What follows belongs to an exercise in optimizing a design on an open flow for a short achievable clock period and few clock cycles; a production flow would make more cautious choices.
The RTL was checked by simulation tests, not by an equivalence proof against the original design.
No activity file was given, so power comes from the tool's default toggle rates.

===== design/flow/run.sh =====
#!/bin/bash
# synth_recipe.tcl (not shown) runs the flow's synth.tcl, then flattens the netlist and writes it again
# the make line also repeats each setting of config.mk as NAME=value (left out here)
make -C /OpenROAD-flow-scripts/flow DESIGN_CONFIG=/design/flow/config.mk WORK_HOME=/design/flow/orfs CLKGATE_MAP_FILE= SYNTH_SCRIPT=/design/flow/synth_recipe.tcl finish

===== design/flow/config.mk =====
export PLATFORM = sky130hd
export DESIGN_NAME = ycpu_core
export DESIGN_NICKNAME = ycpu_core
export VERILOG_FILES = /design/flow/design.v
export SDC_FILE = /design/flow/constraint.sdc
export NUM_CORES = 4
export LEC_CHECK = 0
export CAP_MARGIN = 20
export CORE_MARGIN = 2
export CORE_UTILIZATION = 40
export SLEW_MARGIN = 20

===== design/flow/constraint.sdc =====
create_clock -name core_clock -period 15.0 [get_ports {clk}]
set_input_delay 3.0000 -clock core_clock [delete_from_list [all_inputs] [get_ports {clk}]]
set_output_delay 3.0000 -clock core_clock [all_outputs]
set_load 0.01 [all_outputs]

===== design/flow/design.v =====
module ycpu_core (
    input  wire        clk,
    input  wire        rst,           
    output reg         bus_req,
    output reg         bus_we,
    output reg  [1:0]  bus_sel,       
    output reg  [14:0] bus_addr,
    output reg  [7:0]  bus_wdata,
    input  wire        bus_ack,
    input  wire        bus_err,
    input  wire [7:0]  bus_rdata,
    output wire        halted,
    output wire        fault,
    output wire [7:0]  pc_out
);
    localparam [2:0] S_F0 = 3'd0, S_F1 = 3'd1, S_F2 = 3'd2, S_L1 = 3'd3,
                     S_L2 = 3'd4, S_EX = 3'd5, S_ST = 3'd6, S_STOP = 3'd7;
    localparam [3:0] OP_NOP = 4'd0,  OP_AND = 4'd1,  OP_OR  = 4'd2,  OP_NOT = 4'd3,
                     OP_ADD = 4'd4,  OP_SUB = 4'd5,  OP_MUL = 4'd6,  OP_DIV = 4'd7,
                     OP_SHL = 4'd8,  OP_SHR = 4'd9,  OP_ROL = 4'd10, OP_ROR = 4'd11,
                     OP_CPY = 4'd12, OP_CEQ = 4'd13, OP_CGT = 4'd14, OP_CLT = 4'd15;
    localparam [1:0] SEL_IMEM = 2'd0, SEL_DMEM = 2'd1, SEL_DEV = 2'd2;
    reg [2:0] state;
    reg [7:0] pc;         
    reg [7:0] ibank;
    reg [7:0] dbank;
    reg [7:0] ir;         
    reg [7:0] a1, a2;     
    reg [7:0] b1, b2;     
    reg       err;
    reg       halted_r;
    reg       fault_r;
    reg [1:0] dcnt;
    reg [7:0] drem;       
    reg [7:0] dnum;       
    reg [7:0] dden;       
    reg [7:0] dquo;       
    reg       dneg;       
    wire [3:0] op = ir[3:0];
    wire       h  = ir[7];
    wire       s1 = ir[5];
    wire       s2 = ir[4];
    wire op_bin   = (op == OP_AND) || (op == OP_OR) || (op == OP_ADD) || (op == OP_SUB);
    wire op_cmp   = (op == OP_CEQ) || (op == OP_CGT) || (op == OP_CLT);
    wire op_unary = (op == OP_NOT) || (op == OP_SHL) || (op == OP_SHR) ||
                    (op == OP_ROL) || (op == OP_ROR);
    function [17:0] route;    
        input [7:0] a;
        input [7:0] ib;
        input [7:0] db;
        reg   [5:0] slot;
        begin
            slot = a[5:0] - 6'd2;               
            if (a == 8'd0 || a == 8'd192 || a == 8'd193)
                route = {1'b0, SEL_IMEM, 15'd0};
            else if (!a[7])
                route = {1'b1, SEL_IMEM, ib, a[6:0]};
            else if (!a[6])
                route = {1'b1, SEL_DMEM, db, 1'b0, a[5:0]};
            else
                route = {1'b1, SEL_DEV, 9'd0, slot};
        end
    endfunction
    wire [17:0] r_a1 = route(a1, ibank, dbank);
    wire [17:0] r_a2 = route(a2, ibank, dbank);
    function [7:0] int_val;
        input [7:0] a;
        input [7:0] pcv, ib, db;
        begin
            if (a[7]) int_val = a[0] ? db : ib;
            else      int_val = pcv;
        end
    endfunction
    wire [7:0] pc1 = pc + 8'd1;
    wire [7:0] pc2 = pc + 8'd2;
    wire [7:0] pc3 = pc + 8'd3;
    wire [7:0] pc6 = pc + 8'd6;
    wire       f3  = pc3 >= 8'd126;
    wire       f6  = pc6 >= 8'd126;
    wire [7:0] cur_a   = (state == S_L1) ? a1 : a2;
    wire       fail    = bus_req & bus_sel[1] & bus_err;
    wire [7:0] ival    = int_val(cur_a, pc, ibank, dbank);
    wire [7:0] y       = bus_req ? (fail ? 8'h00 : bus_rdata) : ival;
    wire [7:0] un_res;
    assign un_res = (op == OP_NOT) ? ~y :
                    (op == OP_SHL) ? {y[6:0], 1'b0} :
                    (op == OP_SHR) ? {1'b0, y[7:1]} :
                    (op == OP_ROL) ? {y[6:0], y[7]} :
                    (op == OP_ROR) ? {y[0], y[7:1]} : y;
    wire [7:0] bin_res = (op == OP_AND) ? (b1 & y) :
                         (op == OP_OR)  ? (b1 | y) :
                         (op == OP_ADD) ? (b1 + y) : (b1 - y);
    wire       n1 = s1 & b1[7];
    wire       n2 = s2 & y[7];
    wire signed [8:0] v1 = {n1, b1};
    wire signed [8:0] v2 = {n2, y};
    wire       cmp_skip = (op == OP_CEQ) ? (v1 != v2) :
                          (op == OP_CGT) ? !(v1 > v2) : !(v1 < v2);
    wire [7:0] amag = n1 ? (8'd0 - b1) : b1;
    wire [7:0] t1   = n2 ? y : ~y;
    wire [8:0] q0s  = {1'b0, amag} + {1'b0, t1} + {8'd0, ~n2};
    wire       q0   = !q0s[8];                            
    wire [8:0] t2   = n2 ? {y, 1'b0} : {~y, 1'b1};
    wire [9:0] q1s  = {2'b00, amag} + {1'b0, t2} + {9'd0, ~n2};
    wire       q1   = !q1s[9];                            
    wire       dfast = q1;
    wire [7:0] dfast_res = q0 ? 8'h00 : ((n1 ^ n2) ? 8'hFF : 8'h01);
    wire [7:0] bmag = (s2 & b2[7]) ? (8'd0 - b2) : b2;
    wire [7:0] den  = (dcnt == 2'd0) ? bmag : dden;
    wire [7:0] num  = (dcnt == 2'd0) ? amag : dnum;
    wire [7:0] rin  = (dcnt == 2'd0) ? 8'd0 : drem;
    wire [8:0] p1   = {rin, num[7]};
    wire [9:0] d1   = {1'b0, p1} - {2'b00, den};
    wire       qb1  = !d1[9];
    wire [7:0] r1   = qb1 ? d1[7:0] : p1[7:0];
    wire [8:0] p2   = {r1, num[6]};
    wire [9:0] d2   = {1'b0, p2} - {2'b00, den};
    wire       qb2  = !d2[9];
    wire [7:0] r2   = qb2 ? d2[7:0] : p2[7:0];
    wire [7:0] qnew = {dquo[5:0], qb1, qb2};
    wire       dneg_now = (dcnt == 2'd0) ? ((s1 & b1[7]) ^ (s2 & b2[7])) : dneg;
    wire [7:0] dslow_res = dneg_now ? (8'd0 - qnew) : qnew;
    wire [7:0] mul_res = b1 * b2;
    wire adv = !bus_req || bus_ack;
    task finish;
        input       skip_i;
        input       err_i;
        input [7:0] pc_base;
        input [7:0] ib_new;
        reg   [7:0] npc;
        begin
            npc = pc_base + (skip_i ? 8'd6 : 8'd3);
            bus_we <= 1'b0;
            bus_sel <= SEL_IMEM;
            bus_addr <= {ib_new, npc[6:0]};
            if (h && err_i) begin
                bus_req  <= 1'b0;
                halted_r <= 1'b1;
                state    <= S_STOP;
            end else if (npc >= 8'd126) begin
                pc       <= npc;
                bus_req  <= 1'b0;
                fault_r  <= 1'b1;
                state    <= S_STOP;
            end else begin
                pc       <= npc;
                bus_req  <= 1'b1;
                state    <= S_F0;
            end
        end
    endtask
    always @(posedge clk) begin
        if (rst) begin
            state     <= S_F0;
            pc        <= 8'h00;
            ibank     <= 8'h00;
            dbank     <= 8'h00;
            err       <= 1'b0;
            halted_r  <= 1'b0;
            fault_r   <= 1'b0;
            bus_req   <= 1'b1;
            bus_we    <= 1'b0;
            bus_sel   <= SEL_IMEM;
            bus_addr  <= 15'd0;
            dcnt      <= 2'd0;
        end else if (adv) begin
            case (state)
                S_F0: begin
                    ir       <= bus_rdata;
                    bus_addr <= {ibank, pc1[6:0]};
                    state    <= S_F1;
                end
                S_F1: begin
                    a1       <= bus_rdata;
                    bus_addr <= {ibank, pc2[6:0]};
                    state    <= S_F2;
                end
                S_F2: begin
                    a2  <= bus_rdata;
                    err <= 1'b0;
                    if (op == OP_NOP) begin
                        finish(1'b0, 1'b0, pc, ibank);
                    end else begin
                        {bus_req, bus_sel, bus_addr} <= r_a1;
                        state <= S_L1;
                    end
                end
                S_L1: begin
                    b1  <= y;
                    err <= err | fail;
                    if (op == OP_CPY) begin
                        {bus_req, bus_sel, bus_addr} <= r_a2;
                        bus_we    <= 1'b1;
                        bus_wdata <= y;
                        state     <= S_ST;
                    end else if (op_unary) begin
                        {bus_req, bus_sel, bus_addr} <= r_a1;
                        bus_we    <= 1'b1;
                        bus_wdata <= un_res;
                        state     <= S_ST;
                    end else begin
                        {bus_req, bus_sel, bus_addr} <= r_a2;
                        state <= S_L2;
                    end
                end
                S_L2: begin
                    b2  <= y;
                    err <= err | fail;
                    dcnt <= 2'd0;
                    if (op_cmp) begin
                        finish(cmp_skip, err | fail, pc, ibank);
                    end else if (op_bin || (op == OP_DIV && dfast)) begin
                        {bus_req, bus_sel, bus_addr} <= r_a1;
                        bus_we    <= 1'b1;
                        bus_wdata <= op_bin ? bin_res : dfast_res;
                        state     <= S_ST;
                    end else begin
                        bus_req <= 1'b0;
                        state   <= S_EX;
                    end
                end
                S_EX: begin
                    if (op == OP_MUL) begin
                        {bus_req, bus_sel, bus_addr} <= r_a1;
                        bus_we    <= 1'b1;
                        bus_wdata <= mul_res;
                        state     <= S_ST;
                    end else if (b2 == 8'd0) begin
                        finish(1'b0, 1'b1, pc, ibank);
                    end else begin
                        dcnt  <= dcnt + 2'd1;
                        drem  <= r2;
                        dnum  <= {num[5:0], 2'b00};
                        dden  <= den;
                        dquo  <= qnew;
                        dneg  <= dneg_now;
                        if (dcnt == 2'd3) begin
                            {bus_req, bus_sel, bus_addr} <= r_a1;
                            bus_we    <= 1'b1;
                            bus_wdata <= dslow_res;
                            state     <= S_ST;
                        end
                    end
                end
                S_ST: begin
                    if (bus_req) begin
                        finish(1'b0, err | fail, pc, ibank);
                    end else begin
                        case ((op == OP_CPY) ? a2 : a1)
                            8'd0: begin
                                pc <= bus_wdata;
                                finish(1'b0, err, bus_wdata, ibank);
                            end
                            8'd192: begin
                                ibank <= bus_wdata;
                                finish(1'b0, err, pc, bus_wdata);
                            end
                            default: begin
                                dbank <= bus_wdata;
                                finish(1'b0, err, pc, ibank);
                            end
                        endcase
                    end
                end
                default: ;
            endcase
        end
    end
    assign halted = halted_r;
    assign fault  = fault_r;
    assign pc_out = pc;
endmodule

==> impl_metrics.tcl <==
set metrics [dict create \
    status "complete, no violations" \
    critPathKind "input pin to flip-flop" \
    layout.cells.most_common_list "nor2_1 (171), nand2_1 (109), a21oi_1 (109), ha_1 (92), inv_1 (85)" \
    fmax_ghz 0.110 \
    drv_cap 0 \
    worstPathRequired_ps 15340 \
    report.final.setup_viol 0 \
    synth_edf_count 76 \
    rsz0062_at_grt "false" \
    grt_max_degree 44 \
    crit_fanout 9 \
    clkTransAtPathRegs_ps 60 \
    synthFlopType "edfxtp_1" \
    worst_setup_path_start_kind "input pin" \
    netlist_instances 1441 \
    io_buffers 48 \
    finalCriticalPeriod_ps 9110 \
    post_cts_buffers 0 \
    fillers 2970 \
    synth_cell_types 92 \
    clock_latency_ps 440 \
    cts_buffers 17 \
    ctsResizeCount 0 \
    drt_iter0_drc 1063 \
    grt_usage_pct 27.3 \
    antenna_found_initial 0 \
    ys_seq_area_share_pct 27.8 \
    synth-seq-cells 127 \
    place.gp.congestion 0.979 \
    cp-end-kind "flip-flop" \
    clock_skew_ps 8.07 \
    clk_path_buf_depth 2 \
    post_drt_wl_per_cell_um 22.7 \
    power.leakage_nw 5.23 \
    drive_gt1_share_pct 7.23 \
    firstDrtPassIters 6 \
    syn_area_mm2 0.0119 \
    vdd_drop_max_uv 79.7 \
    yosysWarnings 1 \
    dp_hpwl_mm 31.6 \
    cts_tree "yes" \
    via_count 11333 \
    routed_wl_mm 42.2 \
    clockRootBuffer "clkbuf_16" \
    power_density_mw_per_mm2 93.9 \
    core_area_mm2 0.0295 \
    synth_area_per_cell_um2 8.26 \
    min_period_over_period_pct 60.8 \
    fin_tns_setup_ps 0 \
    worst_pin_slew_ps 1040 \
    cp.arrival_ps 9450 \
    drc 0 \
    row_count 63 \
    ctsHoldBuffers 0 \
    clkSinkCount 127 \
    n_antenna_cell 0 \
    grt-ovfl-total 0 \
    initial_core_util_pct 40.4 \
    dp_slack_ps 5660 \
    h-tree-depth 4 \
    layout_commonest_cell "nor2_1" \
    layout.nets 1573 \
    syn-num-nets 1560 \
    ant_nets 0 \
    slew_headroom_pct 30.3 \
    grt_pass1_wl_mm 64.3 \
    ys_async_sr_fraction_pct 0 \
    via_per_inst 6.10 \
    grt_pass1_vias 10761 \
    die_y_um 176 \
    die_w_um 176 \
    die-area_mm2 0.0311 \
    area_growth_pct 12.7 \
    io_pins 49 \
    hold_violations 0 \
    worst_slack_ps 5890 \
    final_max_slew_viol_count 0 \
    min_path_type "flip-flop to flip-flop" \
]
[registers in the layout, indices dropped and copies added (netlist names), 2 cells and up]
signal	count
a1	8
a2	8
b1	8
b2	8
bus_addr	15
bus_sel	2
bus_wdata	8
dbank	8
dcnt	2
dden	8
dnum	6
dquo	6
drem	8
ibank	8
ir	7
pc	8
state	3
[worst max-delay path, stage by stage]
cell             delay, ps
clkdlybuf4s50_1        540
a21oi_1                260
a22o_1                 350
o21ai_1                810
ha_1                   430
nand2b_1               110
nor3_1                  80
a2111o_1               390
o32ai_1                160
a21o_1                 140
mux2i_1                390
mux2i_1                170
a211oi_1               440
ha_1                   360
nor2b_1                150
o21ai_0                290
mux2_2                 370
a21oi_1                150
mux2i_1                110
a21oi_1                390
a211oi_1               100
o211a_1                250
[cell type report]
class                           instances  area, um^2  area share (%)
Clock buffer                           17         425            3.17
Inverter                               88         330            2.46
Multi-Input combinational cell       1144        7950            59.3
Tap cell                              390         488            3.64
Sequential cell                       127        3300            24.6
Clock inverter                         15         223            1.66
Timing Repair Buffer                   76         691            5.15
[cells by family after synthesis]
group                    share of synthesized area, %
buffers and inverters                            5.55
AND/OR/NAND/NOR                                  19.8
adder cells (fa/ha/maj)                          12.2
multiplexers                                     4.32
flip-flops                                       27.8
AO/OA/AOI/OAI                                    22.9
XOR/XNOR                                         7.41
[report_power, final]
group	internal (W)	switching [W]	leakage [nW]	total, W
combinational	0.000146	0.000238	3.81	0.000383
clock	0.000285	0.000186	0.315	0.000470
sequential	0.000386	0.0000197	1.10	0.000406
[routing by layer]
layer	vias up	GRT usage (%)	share of wire (%)	wire length, um
li1	5273	-	-	-
met1	5450	34.9	41	17400
met2	518	44.7	47	19800
met3	92	4.22	7.1	3020
met4	0	13.8	4.7	1970
met5	-	0	0	0
[synth_stat cells, types with 16 or more instances]
library cell,n,area share (%)
inv_1,85,2.7
nor2b_1,27,1.4
xnor2_1,60,4.4
o31ai_1,17,1.1
a21oi_1,109,4.6
nor3_1,31,1.3
nand2_1,109,3.4
o21ai_0,81,3.4
xor2_1,33,2.4
edfxtp_1,76,19
dfxtp_1,51,8.6
nor2_1,171,5.4
nand4_1,24,1.3
mux2_2,16,1.5
a21o_1,16,1.0
nand2b_1,20,1.1
and2_1,23,1.2
clkbuf_1,69,2.2
nand3_1,26,1.1
ha_1,92,9.7
mux2i_1,32,2.7
[stage by stage]
stage          power, W  cell area, um^2  util (%)  hold slack (ps)  std cells
6_report        0.00126            13400      45.5              464       1857
4_1_cts         0.00126            13400      45.5              467       1857
2_1_floorplan  0.000663            11900         -              474       1441
5_1_grt         0.00131            13400      45.5              495       1857
3_5_place_dp   0.000786            12800      43.3              451       1825
3_3_place_gp   0.000784            12800      43.3              447       1825
[path summary, 6_finish.rpt]
kind | start | to | slack (ps) | depth (start not counted)
worst max-delay path | bus_err | state[1] | 5890 | 22
worst min-delay path | bus_we | bus_we | 460 | 1
worst max register to register | a1[7] | state[1] | 7510 | 22
worst min register to register | bus_we | bus_we | 460 | 1
Testbench counts, summed over its fixed seeds: cycles 43,717.

## static timing again, ports no longer ideal
How much do the figures lean on ideal ports? The routed layout below was timed once more, with nothing changed but the port constraints.
Step 1: set_driving_cell puts a clkbuf_16 on clk and a buf_2 on each other input, an assumption about the parent block.
Step 2, shift: input delay + t, output delay - t, t = (earliest + latest rising clock arrival at the registers) / 2. This alone moves slack from input paths to output paths.
Three values: ideal, step 1, step 2; two values: the first two.
shift t [ns]: 0.486
setup slack, ns: 5.887 / 5.911 / 5.425
worst hold slack (ns): 0.464 / 0.464 / 0.464
worst data-port slew with drivers (ns): 0.03
pins driven straight from the clock port: 1
After both steps setup and hold are still met in this run. For this run, drivers alone change the setup slack by +0.024 ns; drivers and shift together by -0.462 ns.
